From an optimization exercise on the open Yosys and OpenROAD flow, aimed at small area, a short achievable clock period and few clock cycles per item; shortcuts taken in it are not production practice. Only simulation tests tie the RTL to the original design; equivalence was not proved.

$ cat design/flow/flow/run.sh
#!/bin/bash
# Standard layout, with plain buf_1 cells as the port buffers and the
# state flip-flops (which drive the whole next-state network and the
# result ports) upsized after placement.
set -e
export BUFFER_PORTS_ARGS="-buffer_cell sky130_fd_sc_hd__buf_1"
bash standard.sh place > standard_place.log 2>&1
openroad -no_init -exit flow/upsize.tcl > upsize.log 2>&1
bash standard.sh finish > standard.log 2>&1
$ cat design/flow/constraint.sdc
create_clock -name core_clock -period 5.0 [get_ports {clk}]
set_input_delay 1.0000 -clock core_clock [delete_from_list [all_inputs] [get_ports {clk}]]
set_output_delay 1.0000 -clock core_clock [all_outputs]
set_load 0.01 [all_outputs]
$ cat design/flow/flow/upsize.tcl
# Upsize the code register's flip-flops in the placed design, then
# legalize the placement again.
set odb orfs/results/sky130hd/csb_crc/base/3_place.odb
read_db $odb
read_liberty $::env(FLOW_HOME)/platforms/sky130hd/lib/sky130_fd_sc_hd__tt_025C_1v80.lib
set block [ord::get_db_block]
set n 0
foreach inst [$block getInsts] {
  if {[[$inst getMaster] getName] eq "sky130_fd_sc_hd__dfxtp_1" && [string match "code*" [$inst getName]]} {
    replace_cell [$inst getName] sky130_fd_sc_hd__dfxtp_2
    incr n
  }
}
puts "upsized $n flip-flops"
detailed_placement
check_placement
write_db $odb
$ cat design/flow/standard.sh
#!/bin/bash
# synth_recipe.tcl (not shown) runs the flow's synth.tcl, then flattens the netlist and writes it again
# the make line also repeats each setting of config.mk as NAME=value (left out here)
make -C /OpenROAD-flow-scripts/flow DESIGN_CONFIG=/design/flow/config.mk WORK_HOME=/design/flow/orfs CLKGATE_MAP_FILE= SYNTH_SCRIPT=/design/flow/synth_recipe.tcl "${@:-finish}"
$ cat design/flow/config.mk
export PLATFORM = sky130hd
export DESIGN_NAME = csb_crc
export DESIGN_NICKNAME = csb_crc
export VERILOG_FILES = /design/flow/design.v
export SDC_FILE = /design/flow/constraint.sdc
export NUM_CORES = 4
export LEC_CHECK = 0
export CAP_MARGIN = 20
export CORE_MARGIN = 2
export CORE_UTILIZATION = 40
export CTS_BUF_LIST = sky130_fd_sc_hd__clkbuf_4 sky130_fd_sc_hd__clkbuf_8
export CTS_CLUSTER_DIAMETER = 100
export CTS_CLUSTER_SIZE = 30
export GPL_ROUTABILITY_DRIVEN = 0
export PLACE_DENSITY = 0.55
export SETUP_SLACK_MARGIN = 3.0
export SLEW_MARGIN = 20
export TNS_END_PERCENT = 0
$ cat design/flow/design.v
module csb_crc (
    input  wire        clk,
    input  wire        rst,         
    input  wire        in_valid,
    output wire        in_ready,
    input  wire        in_init,
    input  wire [2:0]  in_nbytes,   
    input  wire [31:0] in_data,
    output wire        idle,
    output wire [31:0] result
);
    localparam [31:0] POLY = 32'hEDB88320;
    reg [31:0] code;       
    reg        pend;       
    reg        part;       
    reg        back;       
    reg [3:0]  left;       
    reg        busy;       
    reg        idle_q;     
    function [31:0] unshift2;
        input [31:0] c;
        integer i;
        reg [31:0] t;
        begin
            t = c;
            for (i = 0; i < 2; i = i + 1)
                t = t[31] ? (((t ^ POLY) << 1) | 32'd1) : (t << 1);
            unshift2 = t;
        end
    endfunction
    wire accept  = in_valid & ~busy & ~rst;
    wire partial = ~in_nbytes[2] & (in_nbytes[1:0] != 2'd0);
    wire clr     = rst | (accept & in_init);
    wire [31:0] b = {in_data[31:24] & {8{accept & in_nbytes[2]}},
                     in_data[23:16] & {8{accept & (in_nbytes[2] | (in_nbytes[1] & in_nbytes[0]))}},
                     in_data[15:8]  & {8{accept & (in_nbytes[2] | in_nbytes[1])}},
                     in_data[7:0]   & {8{accept & (in_nbytes != 3'd0)}}};
    wire [31:0] x = ~code;
    wire [31:0] f;
    wire m32 = x[2] ^ x[7];
    wire m33 = x[0] ^ x[22];
    wire m34 = x[3] ^ x[6];
    wire m35 = x[1] ^ x[23];
    wire m36 = x[4] ^ m33;
    wire m37 = x[16] ^ x[28];
    wire m38 = x[11] ^ x[25];
    wire m39 = x[24] ^ x[30];
    wire m40 = x[17] ^ x[29];
    wire m41 = x[18] ^ x[26];
    wire m42 = x[5] ^ x[31];
    wire m43 = x[19] ^ x[27];
    wire m44 = x[12] ^ x[13];
    wire m45 = x[15] ^ m42;
    wire m46 = x[8] ^ x[9];
    wire m47 = x[20] ^ m32;
    wire m48 = x[14] ^ m43;
    wire m49 = m39 ^ m40;
    wire m50 = x[23] ^ m37;
    wire m51 = x[21] ^ m32;
    wire m52 = x[10] ^ m35;
    wire m53 = x[4] ^ x[11];
    wire m54 = x[3] ^ x[10];
    wire m55 = x[0] ^ x[21];
    wire m56 = x[27] ^ m38;
    wire m57 = x[5] ^ x[8];
    wire m58 = x[30] ^ m36;
    wire m59 = x[7] ^ x[25];
    wire m60 = x[13] ^ m41;
    wire m61 = x[15] ^ x[24];
    wire m62 = x[28] ^ m41;
    wire m63 = x[26] ^ m52;
    wire m64 = x[2] ^ x[12];
    wire m65 = x[29] ^ x[31];
    wire m66 = x[14] ^ x[18];
    wire m67 = m33 ^ m45;
    wire m68 = x[28] ^ m46;
    wire m69 = x[14] ^ m50;
    wire m70 = x[25] ^ m34;
    wire m71 = x[8] ^ m47;
    wire m72 = x[6] ^ m47;
    wire m73 = x[7] ^ m34;
    wire m74 = x[10] ^ m65;
    wire m75 = x[31] ^ m39;
    wire m76 = x[9] ^ m44;
    wire m77 = m38 ^ m58;
    wire m78 = m53 ^ m72;
    wire m79 = x[20] ^ m69;
    wire m80 = x[4] ^ x[5];
    wire m81 = m48 ^ m58;
    wire m82 = m46 ^ m51;
    wire m83 = x[16] ^ m59;
    wire m84 = m59 ^ m66;
    wire m85 = m36 ^ m71;
    wire m86 = m40 ^ m57;
    wire m87 = x[22] ^ m43;
    wire m88 = x[12] ^ m54;
    wire m89 = x[21] ^ m49;
    wire m90 = m48 ^ m52;
    wire m91 = m50 ^ m61;
    wire m92 = x[13] ^ m53;
    wire m93 = x[3] ^ x[20];
    wire m94 = x[9] ^ m63;
    wire m95 = m55 ^ m68;
    wire m96 = x[1] ^ m60;
    wire m97 = x[24] ^ m86;
    wire m98 = x[5] ^ m36;
    wire m99 = x[15] ^ x[22];
    wire m100 = x[26] ^ m34;
    wire m101 = x[17] ^ m45;
    wire m102 = x[16] ^ m35;
    wire m103 = m100 ^ m102;
    wire m104 = m103 ^ m85;
    wire m105 = x[3] ^ x[17];
    wire m106 = x[24] ^ x[27];
    wire m107 = m80 ^ m35;
    wire m108 = m105 ^ m106;
    wire m109 = m107 ^ m108;
    wire m110 = m82 ^ m109;
    wire m111 = x[2] ^ x[10];
    wire m112 = x[18] ^ x[24];
    wire m113 = m111 ^ m112;
    wire m114 = m68 ^ m70;
    wire m115 = m113 ^ m98;
    wire m116 = m114 ^ m115;
    wire m117 = x[19] ^ x[29];
    wire m118 = m80 ^ m38;
    wire m119 = m117 ^ m73;
    wire m120 = m118 ^ m119;
    wire m121 = m94 ^ m120;
    wire m122 = x[10] ^ x[12];
    wire m123 = x[26] ^ x[27];
    wire m124 = m39 ^ m57;
    wire m125 = m122 ^ m123;
    wire m126 = m124 ^ m125;
    wire m127 = m126 ^ m78;
    wire m128 = m42 ^ m44;
    wire m129 = m73 ^ m56;
    wire m130 = m128 ^ m95;
    wire m131 = m129 ^ m130;
    wire m132 = x[0] ^ x[2];
    wire m133 = x[29] ^ m54;
    wire m134 = m132 ^ m76;
    wire m135 = m133 ^ m134;
    wire m136 = m79 ^ m135;
    wire m137 = x[1] ^ x[14];
    wire m138 = x[15] ^ m54;
    wire m139 = m137 ^ m92;
    wire m140 = m138 ^ m89;
    wire m141 = m139 ^ m140;
    wire m142 = x[16] ^ m64;
    wire m143 = m66 ^ m45;
    wire m144 = m142 ^ m143;
    wire m145 = m77 ^ m144;
    wire m146 = x[19] ^ m44;
    wire m147 = m146 ^ m101;
    wire m148 = m85 ^ m147;
    wire m149 = x[9] ^ x[14];
    wire m150 = m149 ^ m51;
    wire m151 = m60 ^ m98;
    wire m152 = m150 ^ m151;
    wire m153 = m34 ^ m99;
    wire m154 = m57 ^ m153;
    wire m155 = m90 ^ m154;
    wire m156 = x[9] ^ m91;
    wire m157 = m78 ^ m156;
    wire m158 = m55 ^ m83;
    wire m159 = m88 ^ m97;
    wire m160 = m158 ^ m159;
    wire m161 = x[6] ^ x[17];
    wire m162 = m46 ^ m161;
    wire m163 = m162 ^ m96;
    wire m164 = m77 ^ m163;
    wire m165 = x[9] ^ x[12];
    wire m166 = m32 ^ m41;
    wire m167 = m42 ^ m165;
    wire m168 = m166 ^ m167;
    wire m169 = m90 ^ m168;
    wire m170 = x[7] ^ m37;
    wire m171 = m61 ^ m87;
    wire m172 = m92 ^ m170;
    wire m173 = m63 ^ m171;
    wire m174 = m172 ^ m173;
    wire m175 = m64 ^ m56;
    wire m176 = m97 ^ m175;
    wire m177 = m79 ^ m176;
    wire m178 = x[15] ^ m55;
    wire m179 = m70 ^ m76;
    wire m180 = m49 ^ m62;
    wire m181 = m178 ^ m179;
    wire m182 = m180 ^ m181;
    wire m183 = m74 ^ m83;
    wire m184 = m96 ^ m183;
    wire m185 = m81 ^ m184;
    wire m186 = x[11] ^ m37;
    wire m187 = m73 ^ m186;
    wire m188 = m101 ^ m187;
    wire m189 = m81 ^ m188;
    wire m190 = x[3] ^ m64;
    wire m191 = m40 ^ m62;
    wire m192 = m190 ^ m67;
    wire m193 = m191 ^ m192;
    wire m194 = x[29] ^ x[30];
    wire m195 = m194 ^ m87;
    wire m196 = m60 ^ m71;
    wire m197 = m195 ^ m196;
    wire m198 = x[23] ^ x[30];
    wire m199 = x[31] ^ m93;
    wire m200 = m198 ^ m48;
    wire m201 = m199 ^ m95;
    wire m202 = m200 ^ m201;
    wire m203 = m100 ^ m74;
    wire m204 = m82 ^ m91;
    wire m205 = m203 ^ m204;
    wire m206 = x[2] ^ x[6];
    wire m207 = x[20] ^ m206;
    wire m208 = m49 ^ m56;
    wire m209 = m207 ^ m208;
    wire m210 = m94 ^ m209;
    wire m211 = m75 ^ m88;
    wire m212 = m51 ^ m56;
    wire m213 = m62 ^ m211;
    wire m214 = m212 ^ m213;
    wire m215 = x[0] ^ m65;
    wire m216 = m35 ^ m37;
    wire m217 = m38 ^ m43;
    wire m218 = m44 ^ m215;
    wire m219 = m216 ^ m217;
    wire m220 = m72 ^ m218;
    wire m221 = m219 ^ m220;
    wire m222 = x[6] ^ m44;
    wire m223 = m36 ^ m222;
    wire m224 = m69 ^ m89;
    wire m225 = m223 ^ m224;
    wire m226 = x[13] ^ m35;
    wire m227 = m49 ^ m84;
    wire m228 = m226 ^ m67;
    wire m229 = m227 ^ m228;
    wire m230 = x[4] ^ x[19];
    wire m231 = m93 ^ m99;
    wire m232 = m230 ^ m75;
    wire m233 = m84 ^ m231;
    wire m234 = m232 ^ m233;
    wire m235 = x[1] ^ x[19];
    wire m236 = m235 ^ m70;
    wire m237 = m51 ^ m67;
    wire m238 = m236 ^ m237;
    assign f[0] = m104;
    assign f[1] = m110;
    assign f[2] = m116;
    assign f[3] = m121;
    assign f[4] = m127;
    assign f[5] = m131;
    assign f[6] = m136;
    assign f[7] = m141;
    assign f[8] = m145;
    assign f[9] = m148;
    assign f[10] = m152;
    assign f[11] = m155;
    assign f[12] = m157;
    assign f[13] = m160;
    assign f[14] = m164;
    assign f[15] = m169;
    assign f[16] = m174;
    assign f[17] = m177;
    assign f[18] = m182;
    assign f[19] = m185;
    assign f[20] = m189;
    assign f[21] = m193;
    assign f[22] = m197;
    assign f[23] = m202;
    assign f[24] = m205;
    assign f[25] = m210;
    assign f[26] = m214;
    assign f[27] = m221;
    assign f[28] = m225;
    assign f[29] = m229;
    assign f[30] = m234;
    assign f[31] = m238;
    wire [31:0] stepped = ~f ^ b;
    wire [31:0] kept    = ({32{~clr}} & (back ? ~unshift2(~code) : code)) ^ b;
    always @(posedge clk)
        code <= (pend & ~clr) ? stepped : kept;
    reg       pend_n, part_n, back_n, busy_n;
    reg [3:0] left_n;
    always @(*) begin
        pend_n = accept & (in_nbytes != 3'd0);
        part_n = accept & partial;
        if (rst) begin
            back_n = 1'b0;
            busy_n = 1'b0;
            left_n = 4'd0;
        end else if (accept) begin
            back_n = 1'b0;
            busy_n = partial;
            left_n = {~in_nbytes[1:0], 2'b00} + 4'd4;
        end else begin
            back_n = (pend & part) | (back & (left != 4'd1));
            busy_n = busy & ~(back & (left == 4'd1));
            left_n = left - {3'd0, back};
        end
    end
    always @(posedge clk) begin
        pend   <= pend_n;
        part   <= part_n;
        back   <= back_n;
        busy   <= busy_n;
        left   <= left_n;
        idle_q <= ~(pend_n | back_n);
    end
    assign in_ready = ~busy;
    assign idle     = idle_q;
    assign result   = code;
endmodule
==> flow_summary.yaml, run 1 <==
min_path:
  hp-start: "left[1]"
  hp-class: "reg -> reg"
sta:
  finalSetupTns_ns: 0
  whs_ns: 0.5751
  setup_violations: 0
  rsz0062_at_grt: "true"
  fin_skew_ns: 0.008745
  finalHoldViolCount: 0
  max_freq_mhz: 476.9
  max_slew_margin: 0.6003
  min_period_over_period: 0.4194
  fin_crit_ns: 2.097
  worst-slew-pin-transition_ns: 0.5953
  final_max_slew_viol_count: 0
worst_setup_path:
  endpoint_kind: "flop"
  crit_slowest_cell: "xnor3_1"
  critPathMaxFanout: 6
  r2r_start: "code[24]"
  required_ns: 5.21
  start_kind: "flop"
  crit_chain: "xnor2_2 > xnor2_2 > xnor3_1 > xnor2_1 > o22ai_1 > xnor2_1"
  crit_start: "code[24]"
  slowest_delay_ns: 0.47
  worstPathArrival_ns: 2.30
  criticalPathCategory: "reg -> reg"
placement:
  port-buffer-count: 72
  dpl.hpwl_mm: 9.209
  dpl_cell_area_mm2: 0.004770
final_layout:
  multi_input_area_mm2: 0.003721
  synthToLayoutAreaGrowth_pct: 19.15
  n_antenna_cell: 0
  nets: 564
  stdcell_area_mm2: 0.005403
  drive_above_1_share: 0.2011
  n_fill_cell: 1068
  seqCellArea_um2: 904.6
synthesis:
  ys_ff_latch: 41
  synth_edf_count: 0
  ys.flop_type: "dfxtp_1"
  synth_top_area_cell: "xnor2_1"
  synth_area_mm2: 0.004534
  async_flop_share: 0
  ys_top_cells_by_area: "xnor2_1 30%, dfxtp_1 18%, xnor3_1 14%"
  synth.net_count: 501
  synth.most_common_cell: "xnor2_1"
  ys_seq_area_frac: 0.1810
  yosysUniqueCellTypes: 32
  yosys-top-cells-count: "153 x xnor2_1, 43 x xor2_1, 41 x dfxtp_1"
  synth_top_area_share: 0.2955
  synth-warning-count: 1
  syn_avg_cell_area_um2: 9.900
  synthCells: 458
cts:
  cts_max_level: 2
  clk_pin_slew_worst_paths_ns: 0.10
  postCtsHoldBufs: 0
  clock-sinks: 41
  clk_path_buf_depth: 2
  clock_latency_ns: 0.31
  cts_root_buf: "clkbuf_8"
  cts_tree: "built"
  cts_buffers: 5
die:
  die_w_um: 110.5
  row_count: 38
  die_y_um: 110.5
  coreArea_mm2: 0.01094
  boundaryPins: 73
  initial_utilization: 0.4146
  die-area_mm2: 0.01220
route:
  dr.pass1.iters: 4
  wl_per_cell_um: 19.80
  totalWireLength_mm: 13.11
  drc: 0
  viasPerCell: 5.103
  via_count: 3378
  drt_iter0_drc: 185
  drtAntennaViolNets: 0
global_routing:
  gr-total-overflow: 0
  track_usage: 0.2175
  grt_first_pass_wirelength_mm: 20.52
  antenna_found_initial: 0
  grt_pass1_vias: 3504
  grt_max_degree: 36
run:
  drv_cap: 0
status:
  outcome: "complete, no violations"
[worst paths after layout]
path,to,slack [ns],cells past startpoint
hold reg to reg,left[1],0.58,3
hold / removal,left[1],0.58,3
setup / recovery,code[25],2.90,6
setup reg to reg,code[25],2.90,6
[timing repair]
item | CTS | global route
gates resized for setup | 51 | 1
pin swaps | 9 | 0
buffers inserted | 25 | 0
setup endpoints to repair | 44 | 51
[final cells by class]
class,instances,share of cell area
multi-input combinational,370,0.6887
sequential,41,0.1674
timing repair buffer,98,0.08661
tap,140,0.03242
clock buffer,6,0.01413
clock inverter,2,0.007179
inverter,5,0.003474
[logic make-up (layout without fill, tap and decap cells)]
logic type	Yosys count	in the layout	synth area share
xor gates and xnor gates	237	237	0.5726
and+or+nand+nor	59	59	0.05519
buffers and inverters	47	111	0.05712
DFF	41	41	0.1810
AOI/OAI and AO/OA	39	39	0.05463
muxes	31	31	0.06843
adders and majority gates	4	4	0.01104
[cell usage in the layout (no fill, tap or decap), types with 2 or more instances in the layout]
cell type  synthesis  routed
dfxtp_2            0      16
xor2_1            43      35
and2_1             2       2
ha_1               4       4
xnor3_1           28      26
mux2i_1           31      31
xnor2_4            2       5
dfxtp_4            0      17
xnor2_1          153     144
nand2_1           36      35
nor3_1             4       3
clkbuf_8           0       5
o21a_1             2       2
buf_4              5      24
nor2_1            11      11
xnor2_2            6      12
a211oi_1           2       2
buf_1              2      71
dfxtp_1           41       8
inv_1              5       5
xor2_2             3       6
a21oi_1            7       6
xor2_4             0       5
o22ai_1           26      26
buf_2             20       2
xnor3_2            0       2
[critical path, delay by kind of cell (launching register included)]
family         cells  cell delay [ns]
XOR/XNOR           5             1.48
flip-flops         1             0.40
AO/OA/AOI/OAI      1             0.12
[through the flow]
step / std cells / setup WS [ns] / util
6_report: 662 / 2.903 / 0.4941
4_1_cts: 662 / 2.942 / 0.4938
5_1_grt: 662 / 2.830 / 0.4941
2_1_floorplan: 458 / 2.948 / -
3_5_place_dp: 629 / 2.220 / 0.4362
3_3_place_gp: 629 / 2.274 / 0.4362
[flip-flops by register name, summed over array words and instances, names as in the netlist]
| name | cells |
|---|---|
| idle_q | 1 |
| back | 1 |
| part | 1 |
| pend | 1 |
| left | 4 |
| busy | 1 |
| code | 32 |
[metal layers]
metal	share of wire	global-route usage	wire [um]
met5	0	0	0
met4	0.029	0.07750	380
met3	0.056	0.03458	730
met2	0.48	0.3579	6350
met1	0.43	0.2897	5643
Testbench counts, summed over its fixed seeds: cycles 24,576, bytes 97,536.
==> inputs of run 2 (changes only) <==
--- a/design/flow/config.mk
+++ b/design/flow/config.mk
@@ -12,7 +12,7 @@
 export CTS_CLUSTER_DIAMETER = 100
 export CTS_CLUSTER_SIZE = 30
 export GPL_ROUTABILITY_DRIVEN = 0
-export PLACE_DENSITY = 0.55
+export GPL_TIMING_DRIVEN = 0
 export SETUP_SLACK_MARGIN = 3.0
 export SLEW_MARGIN = 20
 export TNS_END_PERCENT = 0
==> flow_summary.yaml, run 2 <==
status:
  outcome: "complete, no violations"
global_routing:
  antenna_found_initial: 0
  grt_max_degree: 17
  grt_pass1_vias: 3702
  track_usage: 0.2152
  gr-total-overflow: 0
  grt_first_pass_wirelength_mm: 20.58
final_layout:
  final_cell_mix: "131 x xnor2_1, 71 x buf_1, 35 x nand2_1"
  synthToLayoutAreaGrowth_pct: 29.25
  mostFrequentLayoutCell: "xnor2_1"
  multi_input_area_mm2: 0.003941
  largest_reg_flops: 32
  n_fill_cell: 1019
  stdcell_area_mm2: 0.005861
  nets: 601
  drive_above_1_share: 0.2844
  n_antenna_cell: 0
  seqCellArea_um2: 863.3
  reg.largest.list: "code (32), left (4)"
  largest-register: "code"
sta:
  worst-slew-pin-transition_ns: 0.4682
  setup_violations: 0
  rsz0062_at_grt: "true"
  min_period_over_period: 0.4342
  finalHoldViolCount: 0
  max_slew_margin: 0.6879
  finalSetupTns_ns: 0
  final_max_slew_viol_count: 0
  fin_skew_ns: 0.004016
  max_freq_mhz: 460.6
  fin_crit_ns: 2.171
  setup_ws_ns: 2.829
die:
  coreArea_mm2: 0.01094
  die_y_um: 110.5
  die-area_mm2: 0.01220
  row_count: 38
  die_w_um: 110.5
  initial_utilization: 0.4146
  boundaryPins: 73
placement:
  dpl_cell_area_mm2: 0.005005
  dpl.hpwl_mm: 9.587
  port-buffer-count: 71
  pre_cts_ws_ns: 2.484
run:
  drv_cap: 0
worst_setup_path:
  critPathMaxFanout: 8
  criticalPathCategory: "reg -> reg"
  endpoint_kind: "flop"
  start_kind: "flop"
  required_ns: 5.21
  worstPathArrival_ns: 2.38
cts:
  cts_buffers: 5
  clk_path_buf_depth: 2
  cts_root_buf: "clkbuf_8"
  cts_tree: "built"
  clk_pin_slew_worst_paths_ns: 0.10
  cts_max_level: 2
  postCtsHoldBufs: 0
  clock_latency_ns: 0.32
  clock-sinks: 41
route:
  drt_iter0_drc: 296
  drtAntennaViolNets: 0
  via_count: 3573
  drc: 0
  totalWireLength_mm: 13.60
  dr.pass1.iters: 4
  wl_per_cell_um: 19.46
  viasPerCell: 5.112
synthesis:
  synth.most_common_cell: "xnor2_1"
  synth_top_area_share: 0.2955
  synthCells: 458
  yosys-top-cells-count: "153 x xnor2_1, 43 x xor2_1, 41 x dfxtp_1"
  ys_top_cells_by_area: "xnor2_1 30%, dfxtp_1 18%, xnor3_1 14%"
  synth_top_area_cell: "xnor2_1"
  ys_seq_area_frac: 0.1810
  synth.net_count: 501
  synth-warning-count: 1
  ys_ff_latch: 41
  synth_area_mm2: 0.004534
  ys.flop_type: "dfxtp_1"
  yosysUniqueCellTypes: 32
  synth_edf_count: 0
  async_flop_share: 0
  syn_avg_cell_area_um2: 9.900
min_path:
  hp-class: "reg -> reg"
-- run 2: routing by layer --
| metal | part of all wire | track usage |
|---|---|---|
| met1 | 0.42 | 0.2804 |
| met2 | 0.49 | 0.3558 |
| met3 | 0.063 | 0.04720 |
| met4 | 0.026 | 0.06833 |
| met5 | 0 | 0 |
-- run 2: what timing repair did --
action | in CTS | in global routing
setup endpoints to repair | 32 | 35
gates cloned | 0 | 0
gates resized for setup | 50 | 40
pin swaps | 13 | 19
buffers inserted | 12 | 10
-- run 2: layout make-up --
class                           count  area share
Multi-Input combinational cell    370      0.6725
Sequential cell                    41      0.1473
Timing Repair Buffer               93     0.07707
Buffer                             42     0.05337
Tap cell                          140     0.02989
Clock buffer                        5     0.01174
Clock inverter                      3    0.004910
Inverter                            5    0.003202
-- run 2: path summary, 6_finish.rpt --
path             from  slack, ns       end  depth (start not counted)
min           left[1]       0.56   left[1]                          3
max          code[25]       2.83  code[19]                          7
min reg2reg   left[1]       0.56   left[1]                          3
max reg2reg  code[25]       2.83  code[19]                          7
-- run 2: worst max-delay path, stage by stage (launching register included) --
cell      delay (ns)
dfxtp_2         0.33
clkbuf_4        0.24
xnor3_2         0.49
xnor3_2         0.30
xnor2_2         0.17
xnor2_2         0.25
o22ai_2         0.14
xnor2_1         0.13
-- run 2: cells by family after synthesis --
logic type | synth area share
xor gates and xnor gates | 0.5726
and+or+nand+nor | 0.05519
buffers and inverters | 0.05712
DFF | 0.1810
AOI/OAI and AO/OA | 0.05463
muxes | 0.06843
adders and majority gates | 0.01104
-- run 2: through the flow --
step / cells / hold slack [ns] / util
6_report: 699 / 0.5617 / 0.5359
5_1_grt: 699 / 0.6095 / 0.5359
3_3_place_gp: 669 / 0.5259 / 0.4577
3_5_place_dp: 669 / 0.5305 / 0.4577
4_1_cts: 689 / 0.5691 / 0.5086
2_1_floorplan: 458 / 0.4983 / -
==> inputs of run 3 (changes only) <==
--- a/design/flow/config.mk
+++ b/design/flow/config.mk
@@ -11,8 +11,6 @@
 export CTS_BUF_LIST = sky130_fd_sc_hd__clkbuf_4 sky130_fd_sc_hd__clkbuf_8
 export CTS_CLUSTER_DIAMETER = 100
 export CTS_CLUSTER_SIZE = 30
-export GPL_ROUTABILITY_DRIVEN = 0
-export GPL_TIMING_DRIVEN = 0
 export SETUP_SLACK_MARGIN = 3.0
 export SLEW_MARGIN = 20
 export TNS_END_PERCENT = 0
==> flow_summary.yaml, run 3 <==
status:
  outcome: "complete, no violations"
global_routing:
  track_usage: 0.2174
  grt_first_pass_wirelength_mm: 20.37
  grt_max_degree: 36
  antenna_found_initial: 0
  gr-total-overflow: 0
  grt_pass1_vias: 3440
synthesis:
  yosys-top-cells-count: "153 x xnor2_1, 43 x xor2_1, 41 x dfxtp_1"
  synth.most_common_cell: "xnor2_1"
  synth_top_area_cell: "xnor2_1"
  synthCells: 458
  ys_ff_latch: 41
  ys.flop_type: "dfxtp_1"
  ys_seq_area_frac: 0.1810
  synth_edf_count: 0
  synth.net_count: 501
  ys_top_cells_by_area: "xnor2_1 30%, dfxtp_1 18%, xnor3_1 14%"
  async_flop_share: 0
  yosysUniqueCellTypes: 32
  synth-warning-count: 1
  syn_avg_cell_area_um2: 9.900
  synth_top_area_share: 0.2955
  synth_area_mm2: 0.004534
cts:
  clock_latency_ns: 0.31
  cts_root_buf: "clkbuf_8"
  cts_buffers: 5
  clock-sinks: 41
  postCtsHoldBufs: 0
  cts_max_level: 2
  cts_tree: "built"
  clk_pin_slew_worst_paths_ns: 0.10
  clk_path_buf_depth: 2
worst_setup_path:
  rr_worst_depth: 6
  worstPathArrival_ns: 2.33
  criticalPathCategory: "reg -> reg"
  critPathMaxFanout: 9
  required_ns: 5.21
  endpoint_kind: "flop"
  start_kind: "flop"
final_layout:
  mostFrequentLayoutCell: "xnor2_1"
  synthToLayoutAreaGrowth_pct: 14.24
  n_fill_cell: 1081
  n_antenna_cell: 0
  stdcell_area_mm2: 0.005180
  final_cell_mix: "146 x xnor2_1, 72 x buf_1, 35 x nand2_1, 35 x xor2_1, 31 x mux2i_1"
  largest-register: "code"
  reg.largest.list: "code (32), left (4)"
  nets: 547
  largest_reg_flops: 32
  drive_above_1_share: 0.1624
sta:
  rsz0062_at_grt: "true"
  fin_crit_ns: 2.124
  setup_violations: 0
  fin_skew_ns: 0.009909
  setup_ws_ns: 2.876
  whs_ns: 0.5518
  min_period_over_period: 0.4249
  finalSetupTns_ns: 0
  finalHoldViolCount: 0
  worst-slew-pin-transition_ns: 0.6090
  final_max_slew_viol_count: 0
  max_freq_mhz: 470.7
  max_slew_margin: 0.5926
route:
  totalWireLength_mm: 13.07
  viasPerCell: 5.101
  drtAntennaViolNets: 0
  drt_iter0_drc: 208
  wl_per_cell_um: 20.26
  via_count: 3290
  dr.pass1.iters: 4
  drc: 0
placement:
  dpl.hpwl_mm: 9.643
  port-buffer-count: 72
  dpl_cell_area_mm2: 0.004770
  pre_cts_ws_ns: 2.460
  gp_congestion: 0.9811
die:
  initial_utilization: 0.4146
  die_w_um: 110.5
  die_y_um: 110.5
  die-area_mm2: 0.01220
  row_count: 38
  coreArea_mm2: 0.01094
  boundaryPins: 73
min_path:
  min_path_cells: 2
  hp-class: "reg -> reg"
run:
  drv_cap: 0
## run 3: changes by cell type in the layout (fill, tap and decap cells not counted), sizes merged
cell      change
inv           -2
clkinvlp      +1
buf          -41
clkinv        +1
clkbuf       -13
## run 3: critical path: stages, from the launching register on
cell and delay, ns:
dfxtp_2 0.54, xnor2_1 0.16, xnor2_2 0.31, xnor3_1 0.39
xor2_1 0.30, o22ai_1 0.18, xnor2_1 0.15
## run 3: metal layers
layer	vias to the layer above	part of all wire	global-route usage
li1	1575	-	-
met1	1583	0.43	0.2929
met2	113	0.48	0.3611
met3	19	0.064	0.02854
met4	0	0.026	0.07083
met5	-	0	0
## run 3: worst paths after layout
check	startpoint	to	slack [ns]
setup / recovery	code[12]	code[17]	2.88
hold / removal	busy	busy	0.55
setup reg to reg	code[12]	code[17]	2.88
hold reg to reg	busy	busy	0.55
## run 3: through the flow
| step | utilization | instances |
|---|---|---|
| 2_1_floorplan | - | 458 |
| 3_3_place_gp | 0.4362 | 629 |
| 3_5_place_dp | 0.4362 | 629 |
| 4_1_cts | 0.4704 | 645 |
| 5_1_grt | 0.4737 | 645 |
| 6_report | 0.4737 | 645 |
## run 3: final cells by class
cell class	count	area (um^2)	area share
clock inverter	3	25.02	0.004831
clock buffer	5	68.82	0.01329
inverter	5	18.77	0.003623
timing repair buffer	81	341.6	0.06594
multi-input combinational	370	3661	0.7068
sequential	41	889.6	0.1717
tap	140	175.2	0.03382
## run 3: what timing repair did
action | in CTS | in global routing
endpoints found under the setup margin | 48 | 53
gates resized for setup | 30 | 5
setup buffers | 8 | 0
pin swaps | 3 | 0
## run 3: logic make-up (layout without fill, tap and decap cells)
| group | Yosys count | count (layout) | share of synthesized area |
|---|---|---|---|
| flops | 41 | 41 | 0.1810 |
| buf+inv | 47 | 94 | 0.05712 |
| simple gates | 59 | 59 | 0.05519 |
| fa+ha+maj | 4 | 4 | 0.01104 |
| compound gates | 39 | 39 | 0.05463 |
| xor+xnor | 237 | 237 | 0.5726 |
| mux | 31 | 31 | 0.06843 |
==> inputs of run 4 (changes only) <==
--- a/design/flow/config.mk
+++ b/design/flow/config.mk
@@ -13,4 +13,3 @@
 export CTS_CLUSTER_SIZE = 30
 export SETUP_SLACK_MARGIN = 3.0
 export SLEW_MARGIN = 20
-export TNS_END_PERCENT = 0
==> flow_summary.yaml, run 4 <==
cts:
  clk_path_buf_depth: 2
  cts_buffers: 5
  cts_root_buf: "clkbuf_8"
  cts_max_level: 2
  cts_tree: "built"
  clock_latency_ns: 0.31
  clk_pin_slew_worst_paths_ns: 0.09
  clock-sinks: 41
route:
  drtAntennaViolNets: 0
  viasPerCell: 5.019
  drt_iter0_drc: 219
  wl_per_cell_um: 19.82
  totalWireLength_mm: 13.82
  dr.pass1.iters: 4
  drc: 0
  via_count: 3498
sta:
  fin_crit_ns: 2.033
  finalSetupTns_ns: 0
  min_period_over_period: 0.4066
  rsz0062_at_grt: "true"
  finalHoldViolCount: 0
  final_max_slew_viol_count: 0
  max_freq_mhz: 491.9
  fin_skew_ns: 0.008364
  worst-slew-pin-transition_ns: 0.5996
  setup_violations: 0
  max_slew_margin: 0.6003
synthesis:
  synth.most_common_cell: "xnor2_1"
  synth_top_area_cell: "xnor2_1"
  ys_ff_latch: 41
  synth.net_count: 501
  synth_area_mm2: 0.004534
  yosysUniqueCellTypes: 32
  synthCells: 458
  syn_avg_cell_area_um2: 9.900
  ys_seq_area_frac: 0.1810
  synth_edf_count: 0
  async_flop_share: 0
  ys.flop_type: "dfxtp_1"
  synth_top_area_share: 0.2955
  ys_top_cells_by_area: "xnor2_1 30%, dfxtp_1 18%, xnor3_1 14%"
  synth-warning-count: 1
  yosys-top-cells-count: "153 x xnor2_1, 43 x xor2_1, 41 x dfxtp_1"
global_routing:
  track_usage: 0.2175
  gr-total-overflow: 0
  antenna_found_initial: 0
  grt_first_pass_wirelength_mm: 20.47
  grt_max_degree: 36
  grt_pass1_vias: 3497
final_layout:
  final_cell_mix: "126 x xnor2_1, 69 x buf_1, 51 x buf_4"
  n_antenna_cell: 0
  n_fill_cell: 947
  fin_cells: 697
  mostFrequentLayoutCell: "xnor2_1"
  drive_above_1_share: 0.3088
  largest-register: "code"
  reg.largest.list: "code (32), left (4)"
  nets: 599
  largest_reg_flops: 32
  synthToLayoutAreaGrowth_pct: 36.67
placement:
  port-buffer-count: 72
  dpl.hpwl_mm: 9.454
  gp_congestion: 0.9206
  dp.cells: 629
min_path:
  hp-class: "reg -> reg"
  hold_path_end: "busy"
  min_path_cells: 2
  hp-start: "busy"
worst_setup_path:
  r2r_start: "code[31]"
  critPathMaxFanout: 4
  criticalPathCategory: "reg -> reg"
  rr_worst_depth: 6
  endpoint_kind: "flop"
  start_kind: "flop"
  timing.rr.end: "code[15]"
  worstPathArrival_ns: 2.26
  rrSetupSlack_ns: 2.97
  required_ns: 5.23
run:
  drv_cap: 0
status:
  outcome: "complete, no violations"
die:
  die-area_mm2: 0.01220
  initial_utilization: 0.4146
  row_count: 38
  die_y_um: 110.5
  die_w_um: 110.5
  boundaryPins: 73
  coreArea_mm2: 0.01094
## run 4: stage by stage
| stage | worst slack (ns) | utilization | hold slack, ns | cell area, um^2 |
|---|---|---|---|---|
| floorplan | 2.988 | - | 0.5167 | 4683 |
| global placement | 2.191 | 0.4434 | 0.5512 | 4848 |
| detailed placement | 2.099 | 0.4434 | 0.5603 | 4848 |
| CTS | 2.958 | 0.5156 | 0.5749 | 5638 |
| global route | 2.905 | 0.5667 | 0.6100 | 6197 |
| finish | 2.967 | 0.5667 | 0.5711 | 6197 |
## run 4: worst max-delay path: stages, from the launching register on
cell and delay (ns):
dfxtp_4 0.39, xnor3_1 0.40, xnor3_1 0.27, xnor3_1 0.44
xnor2_1 0.14, a21oi_1 0.17, xor2_1 0.15
## run 4: cell families after synthesis
kind of cell	count (synthesis)	synth area share
muxes	31	0.06843
AOI/OAI and AO/OA	39	0.05463
adders and majority gates	4	0.01104
DFF	41	0.1810
buffers and inverters	47	0.05712
xor gates and xnor gates	237	0.5726
and+or+nand+nor	59	0.05519
## run 4: routing by layer
| metal | routed length (um) | GRT usage | vias to the layer above |
|---|---|---|---|
| li1 | - | - | 1686 |
| met1 | 5841 | 0.2951 | 1688 |
| met2 | 6940 | 0.3677 | 99 |
| met3 | 663 | 0.03183 | 25 |
| met4 | 371 | 0.04833 | 0 |
| met5 | 0 | 0 | - |
## run 4: how the worst max path moves through the flow
stage	startpoint	endpoint	slack (ns)
after floorplan	code[28]	code[5]	2.99
after global placement	rst	code[8]	2.19
after detailed placement	rst	code[8]	2.10
after CTS	code[7]	code[15]	2.96
after global routing	code[31]	code[15]	2.90
final	code[31]	code[15]	2.97
## run 4: what timing repair did
| item | CTS | global route |
|---|---|---|
| setup endpoints to repair | 46 | 40 |
| resized for setup | 58 | 53 |
| hold buffers | 0 | 0 |
| setup buffers | 33 | 27 |
| pin swaps | 11 | 30 |
## run 4: cell type report
| cell class | count | area [um^2] | area share |
|---|---|---|---|
| clock buffers | 6 | 76.32 | 0.01232 |
| clock inverters | 2 | 38.79 | 0.006259 |
| inverters | 5 | 18.77 | 0.003028 |
| multi-input cells | 370 | 4103 | 0.6620 |
| flip-flops and latches | 41 | 944.7 | 0.1524 |
| well taps | 140 | 175.2 | 0.02827 |
| repair buffers | 133 | 840.8 | 0.1357 |
==> inputs of run 5 (changes only) <==
--- a/design/flow/config.mk
+++ b/design/flow/config.mk
@@ -11,5 +11,7 @@
 export CTS_BUF_LIST = sky130_fd_sc_hd__clkbuf_4 sky130_fd_sc_hd__clkbuf_8
 export CTS_CLUSTER_DIAMETER = 100
 export CTS_CLUSTER_SIZE = 30
+export PLACE_DENSITY = 0.75
 export SETUP_SLACK_MARGIN = 3.0
 export SLEW_MARGIN = 20
+export TNS_END_PERCENT = 0
==> flow_summary.yaml, run 5 <==
synthesis:
  synth_top_area_cell: "xnor2_1"
  synth_edf_count: 0
  ys_seq_area_frac: 0.1810
  yosysUniqueCellTypes: 32
  syn_avg_cell_area_um2: 9.900
  synth.most_common_cell: "xnor2_1"
  ys.flop_type: "dfxtp_1"
  async_flop_share: 0
  synth.net_count: 501
  synth-warning-count: 1
  ys_top_cells_by_area: "xnor2_1 30%, dfxtp_1 18%, xnor3_1 14%"
  synth_top_area_share: 0.2955
  synthCells: 458
  synth_area_mm2: 0.004534
  ys_ff_latch: 41
  yosys-top-cells-count: "153 x xnor2_1, 43 x xor2_1, 41 x dfxtp_1"
final_layout:
  multi_input_area_mm2: 0.003660
  seqCellArea_um2: 889.6
  utilization: 0.4759
  final_cell_mix: "146 x xnor2_1, 71 x buf_1, 37 x xor2_1"
  reg.largest.list: "code (32), left (4)"
  mostFrequentLayoutCell: "xnor2_1"
  stdcell_area_mm2: 0.005204
  largest_reg_flops: 32
  drive_above_1_share: 0.1644
  largest-register: "code"
  n_fill_cell: 1056
  nets: 547
  synthToLayoutAreaGrowth_pct: 14.76
  n_antenna_cell: 0
route:
  drt_iter0_drc: 260
  via_count: 3384
  viasPerCell: 5.247
  drc: 0
  dr.pass1.iters: 5
  totalWireLength_mm: 12.99
  wl_per_cell_um: 20.14
  drtAntennaViolNets: 0
sta:
  max_freq_mhz: 464.5
  final_max_slew_viol_count: 0
  finalHoldViolCount: 0
  rsz0062_at_grt: "true"
  max_slew_margin: 0.5907
  finalSetupTns_ns: 0
  whs_ns: 0.5505
  setup_ws_ns: 2.847
  min_period_over_period: 0.4306
  setup_violations: 0
  fin_crit_ns: 2.153
  worst-slew-pin-transition_ns: 0.6119
  fin_skew_ns: 0.006889
placement:
  port-buffer-count: 72
  dpl_cell_area_mm2: 0.004770
  pre_cts_ws_ns: 2.453
  dpl.hpwl_mm: 9.689
  gp_congestion: 1.034
worst_setup_path:
  timing.rr.end: "code[6]"
  slowest_delay_ns: 0.54
  crit_top_cell: "xnor2_1"
  crit_chain: "xor2_4 > xnor2_4 > xor2_1 > xnor2_1 > o22ai_1 > xnor2_1"
  endpoint_kind: "flop"
  rrSetupSlack_ns: 2.85
  cp.buffers_inverters: 0
  crit_start: "code[16]"
  path_delay_family: "XOR/XNOR gates"
  critPathMaxFanout: 6
  start_kind: "flop"
  required_ns: 5.24
  criticalPathCategory: "reg -> reg"
  worstPathArrival_ns: 2.40
  rr_worst_depth: 6
  r2r_start: "code[16]"
  crit_slowest_cell: "xor2_1"
global_routing:
  grt_pass1_vias: 3626
  track_usage: 0.2140
  antenna_found_initial: 0
  gr-total-overflow: 0
  grt_first_pass_wirelength_mm: 20.38
  grt_max_degree: 36
min_path:
  hp-class: "reg -> reg"
  min_path_cells: 2
  hp-start: "busy"
  hold_path_end: "busy"
die:
  die_w_um: 110.5
  die-area_mm2: 0.01220
  initial_utilization: 0.4146
  row_count: 38
  die_y_um: 110.5
  boundaryPins: 73
  coreArea_mm2: 0.01094
cts:
  cts_tree: "built"
  clk_pin_slew_worst_paths_ns: 0.09
  clk_path_buf_depth: 2
  clock-sinks: 41
  postCtsHoldBufs: 0
  clock_latency_ns: 0.31
  cts_max_level: 2
  cts_buffers: 5
  cts_root_buf: "clkbuf_8"
run:
  drv_cap: 0
status:
  outcome: "complete, no violations"
==> run 5: worst max-delay path by stage <==
stage,endpoint,depth (start not counted)
6_report,code[6],6
4_1_cts,code[16],6
5_1_grt,code[6],6
3_5_place_dp,code[18],6
3_3_place_gp,code[16],6
2_1_floorplan,code[26],7
==> run 5: layer usage <==
metal | part of all wire | GRT usage | up-vias | routed length, um
met5 | 0 | 0 | - | 0
li1 | - | - | 1576 | -
met1 | 0.40 | 0.2638 | 1594 | 5196
met4 | 0.044 | 0.1000 | 0 | 573
met2 | 0.47 | 0.3521 | 169 | 6107
met3 | 0.086 | 0.05214 | 45 | 1116
==> run 5: per-stage QoR <==
stage          cells
3_3_place_gp     629
3_5_place_dp     629
2_1_floorplan    458
6_report         645
4_1_cts          645
5_1_grt          645
==> run 5: cell type report <==
| cell class | instances | area share |
|---|---|---|
| Multi-Input combinational cell | 370 | 0.7033 |
| Clock inverter | 1 | 0.001683 |
| Clock buffer | 7 | 0.01851 |
| Tap cell | 140 | 0.03366 |
| Sequential cell | 41 | 0.1710 |
| Inverter | 5 | 0.003607 |
| Timing Repair Buffer | 81 | 0.06829 |
==> run 5: logic make-up after synthesis <==
kind of cell	share of synthesized area
simple gates	0.05519
compound gates	0.05463
buf+inv	0.05712
fa+ha+maj	0.01104
xor+xnor	0.5726
mux	0.06843
flops	0.1810
==> run 5: timing repair <==
action,CTS,global route
setup endpoints to repair,45,57
resized for setup,36,1
buffers inserted,8,0
pin swaps,4,0
==> run 5: tightest hold or removal path: stages (launching register included) <==
cell and delay, ns:
dfxtp_1 0.34, a21oi_1 0.12, nor2_1 0.05
==> inputs of run 6 (changes only) <==
--- a/design/flow/config.mk
+++ b/design/flow/config.mk
@@ -7,11 +7,10 @@
 export LEC_CHECK = 0
 export CAP_MARGIN = 20
 export CORE_MARGIN = 2
-export CORE_UTILIZATION = 40
+export CORE_UTILIZATION = 55
 export CTS_BUF_LIST = sky130_fd_sc_hd__clkbuf_4 sky130_fd_sc_hd__clkbuf_8
 export CTS_CLUSTER_DIAMETER = 100
 export CTS_CLUSTER_SIZE = 30
-export PLACE_DENSITY = 0.75
 export SETUP_SLACK_MARGIN = 3.0
 export SLEW_MARGIN = 20
 export TNS_END_PERCENT = 0
==> flow_summary.yaml, run 6 <==
status:
  outcome: "complete, no violations"
route:
  drc: 0
  totalWireLength_mm: 13.83
  drtAntennaViolNets: 0
  wl_per_cell_um: 20.96
  drt_iter0_drc: 293
  dr.pass1.iters: 5
  via_count: 3619
  viasPerCell: 5.483
cts:
  cts_tree: "built"
  postCtsHoldBufs: 0
  clk_path_buf_depth: 2
  cts_root_buf: "clkbuf_8"
  cts_max_level: 2
  clk_pin_slew_worst_paths_ns: 0.09
  clock_latency_ns: 0.32
  clock-sinks: 41
  cts_buffers: 5
worst_setup_path:
  endpoint_kind: "flop"
  slowest_delay_ns: 0.43
  start_kind: "flop"
  criticalPathCategory: "reg -> reg"
  rrSetupSlack_ns: 2.92
  critPathMaxFanout: 8
  crit_chain: "xnor2_4 > buf_4 > xnor3_1 > xnor2_1 > xnor2_1 > o22ai_1 > xnor2_1"
  required_ns: 5.21
  crit_slowest_cell: "dfxtp_4"
  path_delay_family: "XOR/XNOR gates"
  crit_top_cell: "xnor2_1"
  cp.buffers_inverters: 1
  worstPathArrival_ns: 2.29
synthesis:
  ys_ff_latch: 41
  synth_top_area_share: 0.2955
  yosysUniqueCellTypes: 32
  synth.net_count: 501
  ys.flop_type: "dfxtp_1"
  async_flop_share: 0
  synth_top_area_cell: "xnor2_1"
  synthCells: 458
  syn_avg_cell_area_um2: 9.900
  synth_edf_count: 0
  synth.most_common_cell: "xnor2_1"
  synth_area_mm2: 0.004534
  synth-warning-count: 1
  ys_seq_area_frac: 0.1810
  ys_top_cells_by_area: "xnor2_1 30%, dfxtp_1 18%, xnor3_1 14%"
  yosys-top-cells-count: "153 x xnor2_1, 43 x xor2_1, 41 x dfxtp_1"
sta:
  rsz0062_at_grt: "true"
  fin_skew_ns: 0.005579
  fin_crit_ns: 2.082
  final_max_slew_viol_count: 0
  max_slew_margin: 0.5671
  finalHoldViolCount: 0
  min_period_over_period: 0.4165
  finalSetupTns_ns: 0
  setup_violations: 0
  max_freq_mhz: 480.2
  worst-slew-pin-transition_ns: 0.6493
final_layout:
  reg.largest.list: "code (32), left (4)"
  stdcell_area_mm2: 0.005783
  drive_above_1_share: 0.2721
  largest-register: "code"
  n_fill_cell: 629
  final_cell_mix: "140 x xnor2_1, 71 x buf_1, 52 x buf_4"
  seqCellArea_um2: 919.6
  nets: 597
  mostFrequentLayoutCell: "xnor2_1"
  synthToLayoutAreaGrowth_pct: 27.54
  multi_input_area_mm2: 0.003826
  largest_reg_flops: 32
  n_antenna_cell: 0
global_routing:
  antenna_found_initial: 0
  gr-total-overflow: 0
  grt_pass1_vias: 3081
  grt_max_degree: 36
  track_usage: 0.2913
  grt_first_pass_wirelength_mm: 18.94
die:
  initial_utilization: 0.5603
  die_w_um: 94.80
  die-area_mm2: 0.008986
  row_count: 33
  coreArea_mm2: 0.008093
  boundaryPins: 73
  die_y_um: 94.80
placement:
  gp_congestion: 0.9788
  dpl_cell_area_mm2: 0.004726
  port-buffer-count: 72
  dpl.hpwl_mm: 9.303
min_path:
  hp-class: "reg -> reg"
run:
  drv_cap: 0
==> run 6: cell counts after synthesis <==
Identical to the previous run, type by type.
==> run 6: tightest hold or removal path: cells and delay by family (launching register included) <==
| kind | cells | cell delay, ns |
|---|---|---|
| flops | 1 | 0.35 |
| compound gates | 1 | 0.13 |
| simple gates | 1 | 0.04 |
==> run 6: worst paths after layout <==
kind,start,depth (start not counted),end
worst min register to register,busy,2,busy
worst max-delay path,code[27],7,code[20]
worst max register to register,code[27],7,code[20]
worst min-delay path,busy,2,busy
==> run 6: per-layer routing <==
| layer | wire, um | global-route usage | up-vias |
|---|---|---|---|
| met5 | 0 | 0 | - |
| met4 | 563 | 0.09783 | 0 |
| met3 | 1007 | 0.03990 | 42 |
| met2 | 6439 | 0.4557 | 169 |
| met1 | 5823 | 0.4146 | 1734 |
| li1 | - | - | 1674 |
==> run 6: area by class of cell <==
class / count / area share
Multi-Input combinational cell: 370 / 0.6616
Tap cell: 105 / 0.02272
Inverter: 5 / 0.003245
Timing Repair Buffer: 131 / 0.1378
Clock inverter: 3 / 0.003678
Clock buffer: 5 / 0.01190
Sequential cell: 41 / 0.1590
==> run 6: what timing repair did <==
item,CTS,global route
buffers inserted,7,50
setup endpoints to repair,48,49
gates resized for setup,36,38
cloned,0,0
pin swaps,5,19
==> run 6: metrics by stage <==
| step | cells | hold slack [ns] | worst slack [ns] | utilization |
|---|---|---|---|---|
| after floorplan | 458 | 0.4983 | 2.948 | - |
| after global placement | 594 | 0.5191 | 2.468 | 0.5840 |
| after detailed placement | 594 | 0.5319 | 2.445 | 0.5840 |
| after CTS | 609 | 0.5502 | 2.924 | 0.6305 |
| after global routing | 660 | 0.6015 | 2.853 | 0.7146 |
| final | 660 | 0.5653 | 2.918 | 0.7146 |
==> run 6: kinds of logic after synthesis <==
logic type,count (synthesis),synth area share
xor gates and xnor gates,237,0.5726
and+or+nand+nor,59,0.05519
buffers and inverters,47,0.05712
DFF,41,0.1810
AOI/OAI and AO/OA,39,0.05463
muxes,31,0.06843
adders and majority gates,4,0.01104
==> inputs of run 7 (changes only) <==
--- a/design/flow/config.mk
+++ b/design/flow/config.mk
@@ -7,10 +7,10 @@
 export LEC_CHECK = 0
 export CAP_MARGIN = 20
 export CORE_MARGIN = 2
-export CORE_UTILIZATION = 55
+export CORE_UTILIZATION = 40
 export CTS_BUF_LIST = sky130_fd_sc_hd__clkbuf_4 sky130_fd_sc_hd__clkbuf_8
 export CTS_CLUSTER_DIAMETER = 100
 export CTS_CLUSTER_SIZE = 30
-export SETUP_SLACK_MARGIN = 3.0
+export SETUP_SLACK_MARGIN = 3.2
 export SLEW_MARGIN = 20
 export TNS_END_PERCENT = 0
==> flow_summary.yaml, run 7 <==
status:
  outcome: "complete, no violations"
final_layout:
  drive_above_1_share: 0.3900
  nets: 624
  synthToLayoutAreaGrowth_pct: 44.26
  utilization: 0.5982
  largest_reg_flops: 32
  mostFrequentLayoutCell: "xnor2_1"
  reg.largest.list: "code (32), left (4)"
  n_antenna_cell: 0
  n_fill_cell: 917
  largest-register: "code"
  final_cell_mix: "117 x xnor2_1, 67 x buf_4, 65 x buf_1"
route:
  totalWireLength_mm: 15.21
  drt_iter0_drc: 191
  wl_per_cell_um: 21.06
  dr.pass1.iters: 4
  drc: 0
  viasPerCell: 5.175
  via_count: 3736
  drtAntennaViolNets: 0
die:
  die_y_um: 110.5
  initial_utilization: 0.4146
  die_w_um: 110.5
  boundaryPins: 73
  die-area_mm2: 0.01220
  row_count: 38
  coreArea_mm2: 0.01094
synthesis:
  synth-warning-count: 1
  synth_edf_count: 0
  ys_top_cells_by_area: "xnor2_1 30%, dfxtp_1 18%, xnor3_1 14%"
  synth_top_area_cell: "xnor2_1"
  synth_top_area_share: 0.2955
  yosysUniqueCellTypes: 32
  ys_seq_area_frac: 0.1810
  synthCells: 458
  synth.most_common_cell: "xnor2_1"
  ys_ff_latch: 41
  synth_area_mm2: 0.004534
  synth.net_count: 501
  yosys-top-cells-count: "153 x xnor2_1, 43 x xor2_1, 41 x dfxtp_1"
  async_flop_share: 0
  ys.flop_type: "dfxtp_1"
  syn_avg_cell_area_um2: 9.900
cts:
  cts_buffers: 5
  clk_pin_slew_worst_paths_ns: 0.10
  clock_latency_ns: 0.32
  cts_tree: "built"
  cts_max_level: 2
  clk_path_buf_depth: 2
  clock-sinks: 41
  cts_root_buf: "clkbuf_8"
min_path:
  hp-class: "reg -> reg"
worst_setup_path:
  worstPathArrival_ns: 2.23
  required_ns: 5.21
  endpoint_kind: "flop"
  start_kind: "flop"
  critPathMaxFanout: 7
  criticalPathCategory: "reg -> reg"
sta:
  rsz0062_at_grt: "true"
  fin_skew_ns: 0.005876
  max_freq_mhz: 495.4
  min_period_over_period: 0.4037
  worst-slew-pin-transition_ns: 0.6458
  final_max_slew_viol_count: 0
  finalSetupTns_ns: 0
  setup_violations: 0
  max_slew_margin: 0.5695
  fin_crit_ns: 2.019
  finalHoldViolCount: 0
placement:
  gp_congestion: 0.9813
  dpl.hpwl_mm: 9.808
  port-buffer-count: 72
global_routing:
  grt_first_pass_wirelength_mm: 20.89
  track_usage: 0.2243
  gr-total-overflow: 0
  antenna_found_initial: 0
  grt_pass1_vias: 3375
  grt_max_degree: 36
run:
  drv_cap: 0
[run 7: routing by layer]
metal  wire length, um  vias to the layer above  share of wire  GRT usage
met5                 0                        -              0          0
met4               301                        0          0.020    0.04667
met3               921                       22          0.061    0.04171
met2              7540                      127           0.50     0.3710
met1              6444                     1849           0.42     0.3068
li1                  -                     1738              -          -
[run 7: critical path, cell delays in order, from the launching register on]
cell and delay [ns]:
dfxtp_4 0.42, xnor2_4 0.16, xnor2_1 0.31, xnor3_1 0.49, xor2_1 0.26, a21oi_1 0.12, xor2_1 0.15
[run 7: logic make-up after synthesis]
logic type / after synthesis / share of synthesized area
AOI/OAI and AO/OA: 39 / 0.05463
xor gates and xnor gates: 237 / 0.5726
adders and majority gates: 4 / 0.01104
buffers and inverters: 47 / 0.05712
DFF: 41 / 0.1810
muxes: 31 / 0.06843
and+or+nand+nor: 59 / 0.05519
[run 7: final cells by class]
type | count | area (um^2) | area share
flip-flops and latches | 41 | 942.2 | 0.1440
repair buffers | 156 | 1057 | 0.1616
clock inverters | 3 | 25.02 | 0.003826
well taps | 140 | 175.2 | 0.02678
inverters | 5 | 23.77 | 0.003634
clock buffers | 5 | 68.82 | 0.01052
multi-input cells | 372 | 4249 | 0.6496
[run 7: final timing paths]
kind            from  endpoint  slack (ns)  cells after the start
max reg2reg  code[2]   code[8]        2.98                      6
min             busy      busy        0.57                      2
max          code[2]   code[8]        2.98                      6
min reg2reg     busy      busy        0.57                      2
[run 7: repair_timing]
action,in CTS,in global routing
setup endpoints to repair,70,69
pin swaps,1,45
hold buffers,0,0
gates cloned,0,2
buffers inserted,7,77
gates resized for setup,29,99
[run 7: stage by stage]
step	setup WS, ns	hold WS [ns]	cell area [um^2]	std cells
global route	2.949	0.6173	6541	722
global placement	2.347	0.5414	4921	628
detailed placement	2.344	0.5591	4921	628
floorplan	3.061	0.5167	4806	458
CTS	2.933	0.5755	5276	643
finish	2.981	0.5729	6541	722
==> inputs of run 8 (changes only) <==
--- a/design/flow/config.mk
+++ b/design/flow/config.mk
@@ -11,6 +11,6 @@
 export CTS_BUF_LIST = sky130_fd_sc_hd__clkbuf_4 sky130_fd_sc_hd__clkbuf_8
 export CTS_CLUSTER_DIAMETER = 100
 export CTS_CLUSTER_SIZE = 30
-export SETUP_SLACK_MARGIN = 3.2
+export SETUP_SLACK_MARGIN = 2.9
 export SLEW_MARGIN = 20
 export TNS_END_PERCENT = 0
==> flow_summary.yaml, run 8 <==
run:
  drv_cap: 0
placement:
  gp_congestion: 0.9145
  port-buffer-count: 72
  dp.cells: 631
  pre_cts_ws_ns: 2.069
  dpl.hpwl_mm: 9.306
sta:
  setup_violations: 0
  final_max_slew_viol_count: 0
  fin_crit_ns: 2.134
  max_slew_margin: 0.5748
  min_period_over_period: 0.4267
  max_freq_mhz: 468.7
  rsz0062_at_grt: "true"
  fin_skew_ns: 0.007542
  finalHoldViolCount: 0
  worst-slew-pin-transition_ns: 0.6332
  setup_ws_ns: 2.866
  finalSetupTns_ns: 0
cts:
  clock_latency_ns: 0.31
  clock-sinks: 41
  cts_root_buf: "clkbuf_8"
  cts_max_level: 2
  clk_path_buf_depth: 2
  cts_buffers: 5
  postCtsHoldBufs: 0
  clk_pin_slew_worst_paths_ns: 0.09
  cts_tree: "built"
final_layout:
  drive_above_1_share: 0.1693
  fin_cells: 648
  n_antenna_cell: 0
  reg.largest.list: "code (32), left (4)"
  largest-register: "code"
  synthToLayoutAreaGrowth_pct: 16.17
  mostFrequentLayoutCell: "xnor2_1"
  final_cell_mix: "146 x xnor2_1, 72 x buf_1, 36 x xor2_1"
  nets: 550
  largest_reg_flops: 32
synthesis:
  async_flop_share: 0
  synth.net_count: 501
  synth.most_common_cell: "xnor2_1"
  synth_top_family_by_area: "XOR/XNOR gates"
  synthAdderAreaFrac: 0.01104
  yosysUniqueCellTypes: 32
  syn_avg_cell_area_um2: 9.900
  synth_area_mm2: 0.004534
  synth_top_area_share: 0.2955
  yosys-top-cells-count: "153 x xnor2_1, 43 x xor2_1, 41 x dfxtp_1"
  synthXorXnorAreaFrac: 0.5726
  synth_edf_count: 0
  yosys.area_share.simple: 0.05519
  ys_ff_latch: 41
  synth-warning-count: 1
  synth.area.mux_share: 0.06843
  synthCells: 458
  ys_top_cells_by_area: "xnor2_1 30%, dfxtp_1 18%, xnor3_1 14%"
  ys_seq_area_frac: 0.1810
  ys.flop_type: "dfxtp_1"
  synth_compound_area_frac: 0.05464
  synth_top_area_cell: "xnor2_1"
die:
  initial_utilization: 0.4146
  die_w_um: 110.5
  coreArea_mm2: 0.01094
  die-area_mm2: 0.01220
  row_count: 38
  die_y_um: 110.5
  boundaryPins: 73
route:
  drtAntennaViolNets: 0
  wl_per_cell_um: 19.63
  dr.pass1.iters: 5
  via_count: 3284
  totalWireLength_mm: 12.72
  viasPerCell: 5.068
  drt_iter0_drc: 169
  drc: 0
worst_setup_path:
  path_delay_family: "XOR/XNOR gates"
  endpoint_kind: "flop"
  start_kind: "flop"
  cp.buffers_inverters: 0
  crit_top_cell: "xnor3_1"
  worstPathArrival_ns: 2.33
  slowest_delay_ns: 0.54
  crit_start: "code[7]"
  r2r_start: "code[7]"
  required_ns: 5.20
  crit_chain: "xnor3_1 > xnor3_1 > xnor3_1 > xnor2_1 > a21oi_2 > xor2_1"
  crit_slowest_cell: "dfxtp_4"
  critPathMaxFanout: 12
  criticalPathCategory: "reg -> reg"
global_routing:
  grt_max_degree: 36
  gr-total-overflow: 0
  track_usage: 0.2111
  grt_pass1_vias: 3479
  antenna_found_initial: 0
  grt_first_pass_wirelength_mm: 19.87
min_path:
  hp-start: "busy"
  hp-class: "reg -> reg"
status:
  outcome: "complete, no violations"
-- run 8: cell count changes in the layout (fill, tap and decap cells not counted), moves of 6 or more --
| cell | delta |
|---|---|
| xnor2_1 | +29 |
| o22ai_1 | +10 |
| clkbuf_2 | -6 |
| dfxtp_4 | -23 |
| buf_12 | -10 |
| buf_4 | -57 |
| dfxtp_2 | +23 |
| xor2_1 | +8 |
| xnor2_2 | -20 |
| xnor2_4 | -9 |
| buf_1 | +7 |
| o22ai_2 | -10 |
-- run 8: worst reg2reg max path: stages, from the launching register on --
cell,delay (ns)
dfxtp_4,0.54
xnor3_1,0.38
xnor3_1,0.27
xnor3_1,0.42
xnor2_1,0.19
a21oi_2,0.09
xor2_1,0.14
-- run 8: cells by family (layout without fill, tap and decap cells) --
logic type	after synthesis	in the layout
XOR/XNOR	237	237
AND/OR/NAND/NOR	59	60
buffers and inverters	47	96
flip-flops	41	41
AO/OA/AOI/OAI	39	39
multiplexers	31	31
adder cells (fa/ha/maj)	4	4
-- run 8: final timing paths --
path,to,slack (ns),depth (start not counted)
min reg2reg,busy,0.56,2
min,busy,0.56,2
max reg2reg,code[15],2.87,6
max,code[15],2.87,6
-- run 8: metrics by stage --
step / cell area [um^2] / utilization / hold slack (ns)
4_1_cts: 5125 / 0.4687 / 0.5448
5_1_grt: 5268 / 0.4817 / 0.6138
3_5_place_dp: 4771 / 0.4363 / 0.5294
6_report: 5268 / 0.4817 / 0.5594
3_3_place_gp: 4768 / 0.4360 / 0.5063
2_1_floorplan: 4539 / - / 0.4791
-- run 8: final cells by class --
| cell class | count | area, um^2 |
|---|---|---|
| clock buffers | 6 | 76.32 |
| clock inverters | 2 | 38.79 |
| fillers | 1081 | 5668 |
| inverters | 5 | 18.77 |
| multi-input cells | 371 | 3709 |
| flip-flops and latches | 41 | 884.6 |
| well taps | 140 | 175.2 |
| repair buffers | 83 | 365.4 |
-- run 8: routing by layer --
metal,track usage,wire length [um],up-vias
met2,0.3636,6261,100
met5,0,0,-
li1,-,-,1581
met3,0.03348,646,17
met1,0.2706,5563,1586
met4,0.06750,248,0
-- run 8: timing repair --
item                                    in CTS  in global routing
cloned                                       1                  0
setup buffers                                2                  6
pin swaps                                    2                  0
endpoints found under the setup margin      35                 34
resized for setup                           29                 15

separate check: timing with driven ports:
How much do the figures lean on ideal ports? The routed layouts below were timed once more, with nothing changed but the port constraints.
Step 1 assumes that a clkbuf_16 drives the clock port and a buf_2 every other input.
Step 2 adds t to the input delays and takes it off the output delays; t is the mean of the earliest and latest rising clock arrival at the registers after step 1. Input paths then give back, and output paths get back, about the clock's delay inside the block.
Three values: no drivers, after step 1, after step 2; two values: the first two.
run | t, ns | setup slack, ns | worst setup path after step 2
run 1 | 0.333 | 2.903 / 2.903 / 2.636 | input to register
run 2 | 0.353 | 2.829 / 2.829 / 2.637 | input to register
run 3 | 0.343 | 2.876 / 2.876 / 2.620 | input to register
run 4 | 0.339 | 2.967 / 2.943 / 2.716 | input to register
run 5 | 0.336 | 2.847 / 2.847 / 2.623 | input to register
run 6 | 0.349 | 2.918 / 2.911 / 2.690 | input to register
run 7 | 0.356 | 2.981 / 2.981 / 2.721 | input to register
run 8 | 0.338 | 2.866 / 2.866 / 2.601 | input to register
After both steps setup and hold are still met in every run listed. The setup slack of run 1, which loses most, moves by 0.000 ns with the drivers and by -0.267 ns with both steps.
